What follows belongs to an exercise in optimizing a design on an open flow for small area, a short achievable clock period and few clock cycles; a production flow would make more cautious choices.
Only simulation tests tie the RTL to the original design; equivalence was not proved.
Power figures rest on the tool's default switching activity, not on a simulated workload.

Setup of before:
Design vm_core, start of the top module:
module vm_core (
    input  wire        clk,
    input  wire        rst,
    input  wire [15:0] code_len,
    input  wire [16:0] pool_len,
    output wire [15:0] imem_addr,
    input  wire [63:0] imem_data,
    output wire [15:0] cp_index,
    input  wire [1:0]  cp_kind,
    input  wire [63:0] cp_value,
    input  wire [15:0] cp_window,
    input  wire [15:0] cp_nret,
    output reg         emit_valid,
    output reg         emit_ret,
    output reg  [1:0]  emit_tag,
    output reg  [63:0] emit_data,
    output reg         halted,
    output reg  [2:0]  res_kind,
    output reg  [15:0] res_ip,
    output reg  [2:0]  res_depth
);
    localparam RF_SIZE = 16;
    localparam [1:0] T_INV = 2'd0, T_INT = 2'd1, T_FLT = 2'd2;
    localparam [1:0] K_JMP = 2'd2;
    localparam [2:0] R_NORMAL = 3'd0, F_LOAD = 3'd1, F_INDEX = 3'd2,
                     F_TYPE = 3'd3, F_ARITH = 3'd4, F_STACK = 3'd5,
                     F_DECODE = 3'd6;
  ...
Size: ~19,000 cells after synthesis, about 2,300 flip-flops, ~320 I/O pins.
clock: 28.0 ns
lec_check: 0
cap_margin: 40
core_margin: 2
core_utilization: 34
place_density: 0.5
slew_margin: 40
standard.sh (not shown) runs the stock make flow with config.mk's settings and CLKGATE_MAP_FILE= SYNTH_SCRIPT=/design/flow/synth_recipe.tcl, a recipe that flattens the netlist after the stock synthesis.
==> flow/flow/run.sh <==
#!/bin/bash
set -euo pipefail
bash standard.sh synth > synth.log 2>&1
bash standard.sh SETUP_SLACK_MARGIN=21 \
    "CTS_ARGS=-sink_clustering_enable -repair_clock_nets -dont_use_dummy_load -buf_list {sky130_fd_sc_hd__clkbuf_4 sky130_fd_sc_hd__clkbuf_8}" \
    finish > layout.log 2>&1
Testbench counts of before, summed over its fixed seeds: cycles 95,993.
The following lists how after was set up differently from before:
diff --git a/flow/design.v b/flow/design.v
--- a/flow/design.v
+++ b/flow/design.v
@@ -541,15 +541,17 @@
     wire is_jump = (op[7:4] == 4'h4) && (op[1:0] != 2'b11);
     wire j_rel   = op[3];
     wire j_const = op[2];
     wire j_cond  = (op[1:0] != 2'b00);
     wire cidx_hi  = (op == 8'h50) ? 1'b0 :
                     (is_jump && !j_cond) ? (arg[55:16] != 40'd0) :
                                            (bb[31:16] != 16'd0);
-    wire cidx_bad = cidx_hi || ({1'b0, cpi} >= pl);
+    wire [15:0] cidx_lo = (op == 8'h50) ? cc :
+                          (is_jump && !j_cond) ? arg[15:0] : bb[15:0];
+    wire cidx_bad = cidx_hi || ({1'b0, cidx_lo} >= pl);
     reg chk_cidx;
     always @(*) begin
         case (op)
             8'h02, 8'h45, 8'h46, 8'h4D, 8'h4E: chk_cidx = 1'b1;
             8'h44, 8'h4C, 8'h50:               chk_cidx = 1'b1;
             default:                           chk_cidx = 1'b0;
         endcase
@@ -631,14 +633,15 @@
                             op == 8'h21 || op == 8'h50 || op == 8'h51);
     wire        au_pend = au_go || (au_busy && !au_wr);
     wire [15:0] au_pdst = au_go ? x_selW : au_dst;
     wire        r_rawP  = r_usesP && ((selP & au_pdst) != 16'd0);
     wire        r_rawQ  = r_usesQ && ((selQ & au_pdst) != 16'd0);
     wire        r_waw   = r_writes && ((selW & au_pdst) != 16'd0);
     wire        r_early = au_busy && au_soon && !au_go && !r_waw &&
+                          !(r_serial && (r_rawP || r_rawQ)) &&
                           !(op == 8'h50 || op == 8'h51) && !(is_jump && j_cond);
     wire        r_auhaz = au_pend && (r_serial || r_rawP || r_rawQ || r_waw) && !r_early;
     wire        r_haz   = (is_jump && j_cond && fwdP) || r_auhaz;
     wire xo_add = (x_op == 8'h10);
     wire xo_neg = (x_op == 8'h15);
     wire xo_flt = (x_op == 8'h31);
     wire [63:0] alu_x = xo_neg ? 64'd0 : (xo_flt ? {1'b0, x_a[62:0]} : x_a);
@@ -681,15 +684,15 @@
                         (x_op == 8'h14) ? 3'd2 : {2'b10, x_op[0]};
     wire        x_wr  = xrun && (x_op == 8'h02 || x_op == 8'h10 || x_op == 8'h11 ||
                                  x_op == 8'h15 || x_op == 8'h30 || x_op == 8'h31);
     wire        au_done, au_soon;
     wire        au_wr = au_busy && au_done && !x_wr;
     vm_fpu u_au (
         .clk(clk), .rst(rst), .start(au_go), .hold(x_wr), .op(au_op),
-        .a(x_a), .b(x_b), .soon(au_soon), .done(au_done), .result(au_result)
+        .a(xr_a), .b(xr_b), .soon(au_soon), .done(au_done), .result(au_result)
     );
     reg [2:0] x_fault;
     always @(*) begin
         x_fault = 3'd0;
         if (!legal_op(x_op)) begin
             x_fault = F_DECODE;
         end else begin
Results
Minimum period implied by the final worst setup slack, after and before: smaller value in after
Max filler-free cell count of the finished design across after and before: before
Compare after and before | sum of met3 wire segment lengths after detailed routing higher: after
From after to before, sequential cell count did not move at all.
Number of inserted filler cells in the final layout delta (after -> before): insignificant
Going from before to after, worst setup slack went up by 0.096 ns; detailed route wirelength on metal2 saw an increase.
[compare] base=before new=after: proportion of cell area occupied by registers picked up an extra 0.31 points; adder and majority gate portion of the synthesized area ~0 delta; total power draw went up about 16%.
Inverter count of the layout excluding clock inverters ends up lower on before.
Testbench counts of after, summed over its fixed seeds: cycles 96,154.

Starting RTL as in the previous note.
Settings: LEC_CHECK=0, CAP_MARGIN=40, CORE_MARGIN=2, CORE_UTILIZATION=30, PLACE_DENSITY=0.45, SLEW_MARGIN=40; clock period 28.0 ns.
==> flow/flow/run.sh <==
#!/bin/bash
set -euo pipefail
bash standard.sh synth > synth.log 2>&1
bash standard.sh SETUP_SLACK_MARGIN=21 \
    "CTS_ARGS=-sink_clustering_enable -repair_clock_nets -dont_use_dummy_load" \
    finish > layout.log 2>&1
Testbench counts at the start, summed over its fixed seeds: cycles 95,993.
Next try:
--- a/flow/design.v
+++ b/flow/design.v
@@ -82,15 +82,14 @@
     reg         rovf, rzero;    
     reg         dst;            
     reg  [11:0] dab, dba;       
     reg  [6:0]  lza, lzb;       
     reg         mlast;          
     reg         yb;             
     reg         dlowq;          
-    reg  [5:0]  qd;             
     reg  [63:0] res_q;          
     reg         res_v;
     wire is_int = !op[2];
     wire [63:0] abs_a, abs_b;
     wire        neg_s;
     vm_muldiv u_front (.op(op[1:0]), .a(a), .b(b), .abs_a(abs_a), .abs_b(abs_b), .neg(neg_s));
     wire        sx = a[63], sy = b[63];
@@ -202,17 +201,17 @@
             nc = (((s2 & c2) | (s2 & yv) | (c2 & yv)) << 1) | {56'd0, qp};
             srt_step = {ns, nc, qp, qn};
         end
     endfunction
     wire [115:0] st1 = srt_step(A[56:0], B[56:0], D);
     wire [115:0] st2 = srt_step(st1[115:59], st1[58:2], D);
     wire [115:0] st3 = srt_step(st2[115:59], st2[58:2], D);
-    wire [3:0]  qv = ({4{qd[5]}} & 4'd4) - ({4{qd[4]}} & 4'd4) +
-                     ({4{qd[3]}} & 4'd2) - ({4{qd[2]}} & 4'd2) +
-                     ({4{qd[1]}} & 4'd1) - ({4{qd[0]}} & 4'd1);
+    wire [3:0]  qv = ({4{st1[1]}} & 4'd4) - ({4{st1[0]}} & 4'd4) +
+                     ({4{st2[1]}} & 4'd2) - ({4{st2[0]}} & 4'd2) +
+                     ({4{st3[1]}} & 4'd1) - ({4{st3[0]}} & 4'd1);
     wire [3:0]  qv1 = qv - 4'd1;
     wire [57:0] q_next  = {(qv[3] ? QM[54:0] : Q[54:0]), qv[2:0]};
     wire [57:0] qm_next = {((qv[3] || qv == 4'd0) ? QM[54:0] : Q[54:0]), qv1[2:0]};
     wire [56:0] W      = sum[56:0];
     wire        wneg   = W[56];
     wire [56:0] Sx     = A[56:0], Cx = B[56:0];
     wire [56:0] Dx     = {3'b000, D};
@@ -289,15 +288,14 @@
                         state <= (ex == 11'd0) ? D_SUBA : D_SUBB;
                     end else begin
                         A  <= {11'd0, 1'b1, a[51:0]};    
                         B  <= 64'd0;
                         D  <= {1'b1, b[51:0], 1'b0};
                         Q  <= 64'd0;
                         QM <= {58{1'b1}};
-                        qd <= 6'd0;
                         E  <= {3'd0, ex} - {3'd0, ey} + 14'd1023;
                         sg <= d_sign;
                         cnt <= 7'd18;
                         state <= D_IT;
                     end
                 end
                 M_PREP: begin
@@ -379,28 +377,27 @@
                 end
                 D_SET: begin
                     A  <= {11'd0, 1'b1, A[51:0]};
                     B  <= 64'd0;
                     D  <= {1'b1, B[51:0], 1'b0};
                     Q  <= 64'd0;
                     QM <= {58{1'b1}};
-                    qd <= 6'd0;
                     E  <= E + {3'd0, A[62:52]} - {3'd0, B[62:52]} + 14'd1023;
                     sg <= A[63] ^ B[63];
                     cnt <= 7'd18;
                     state <= D_IT;
                 end
                 D_IT: begin
                     cnt <= cnt - 7'd1;
                     if (cnt == 7'd0) state <= D_F1;
                 end
                 D_F1: begin
-                    Q[57:0] <= wneg ? qm_next : q_next;
-                    dlowq   <= (wneg ? qm_next[56] : q_next[56]) ? (E[13] || E == 14'd0)
-                                                               : (E[13] || E == 14'd0 || E == 14'd1);
+                    Q[57:0] <= wneg ? QM : Q[57:0];
+                    dlowq   <= (wneg ? QM[56] : Q[56]) ? (E[13] || E == 14'd0)
+                                                     : (E[13] || E == 14'd0 || E == 14'd1);
                     dst     <= wneg ? !wdzero : !wzero;
                     state   <= D_F2;
                 end
                 D_F2: begin
                     A[55:0] <= shr_out;
                     E[10:0] <= 11'd0;
                     rovf    <= 1'b0;
@@ -410,15 +407,14 @@
                 default: state <= S_IDLE;    
             endcase
             if (state == D_IT) begin
                 A[56:0] <= st3[115:59];
                 B[56:0] <= st3[58:2];
                 Q[57:0] <= q_next;
                 QM      <= qm_next;
-                qd      <= {st1[1:0], st2[1:0], st3[1:0]};
             end
         end
     end
 endmodule
 module vm_core (
     input  wire        clk,
     input  wire        rst,
Synthesized area came out lower by 0.36%.
Clock-buffer cell count goes down by 6.
Register-to-register slack degrades by 0.20 ns.
Setup slack is worse by 0.20 ns.
First-iteration DRC count went up by 7.9%.
Testbench counts after the change, summed over its fixed seeds: cycles 95,993.

[what the ideal ports hide]
How much do the figures lean on ideal ports? The routed layouts below were timed once more, with nothing changed but the port constraints. Step 1 sets driving cells, clkbuf_16 on the clock port and buf_2 on the other inputs (assumed; they add their load-dependent delay and slew). Step 2 also shifts input and output timing later by t, the mid clock arrival at the registers, as if the neighbouring blocks saw the same clock. Three values: ideal ports, drivers, drivers and shift; two values: the first two.
| run | shift t [ns] | setup WS [ns] | slew at the worst register clock pin (ns) | worst slew at a driven data input, ns | cell pins on the clock port's net |
|---|---|---|---|---|---|
| before | 1.296 | 20.552 / 20.426 / 19.720 | 0.08 / 0.08 | 0.10 | 1 |
| after | 1.277 | 20.648 / 20.524 / 19.682 | 0.08 / 0.08 | 0.12 | 1 |
| the first run of note 2 | 1.098 | 20.636 / 20.636 / 19.932 | 0.07 / 0.07 | 0.10 | 1 |
| the second run of note 2 | 1.127 | 20.434 / 20.434 / 19.868 | 0.07 / 0.07 | 0.07 | 1 |
After both steps every run listed still meets setup and hold. For after, which loses most, drivers alone change the setup slack by -0.124 ns; drivers and shift together by -0.966 ns.
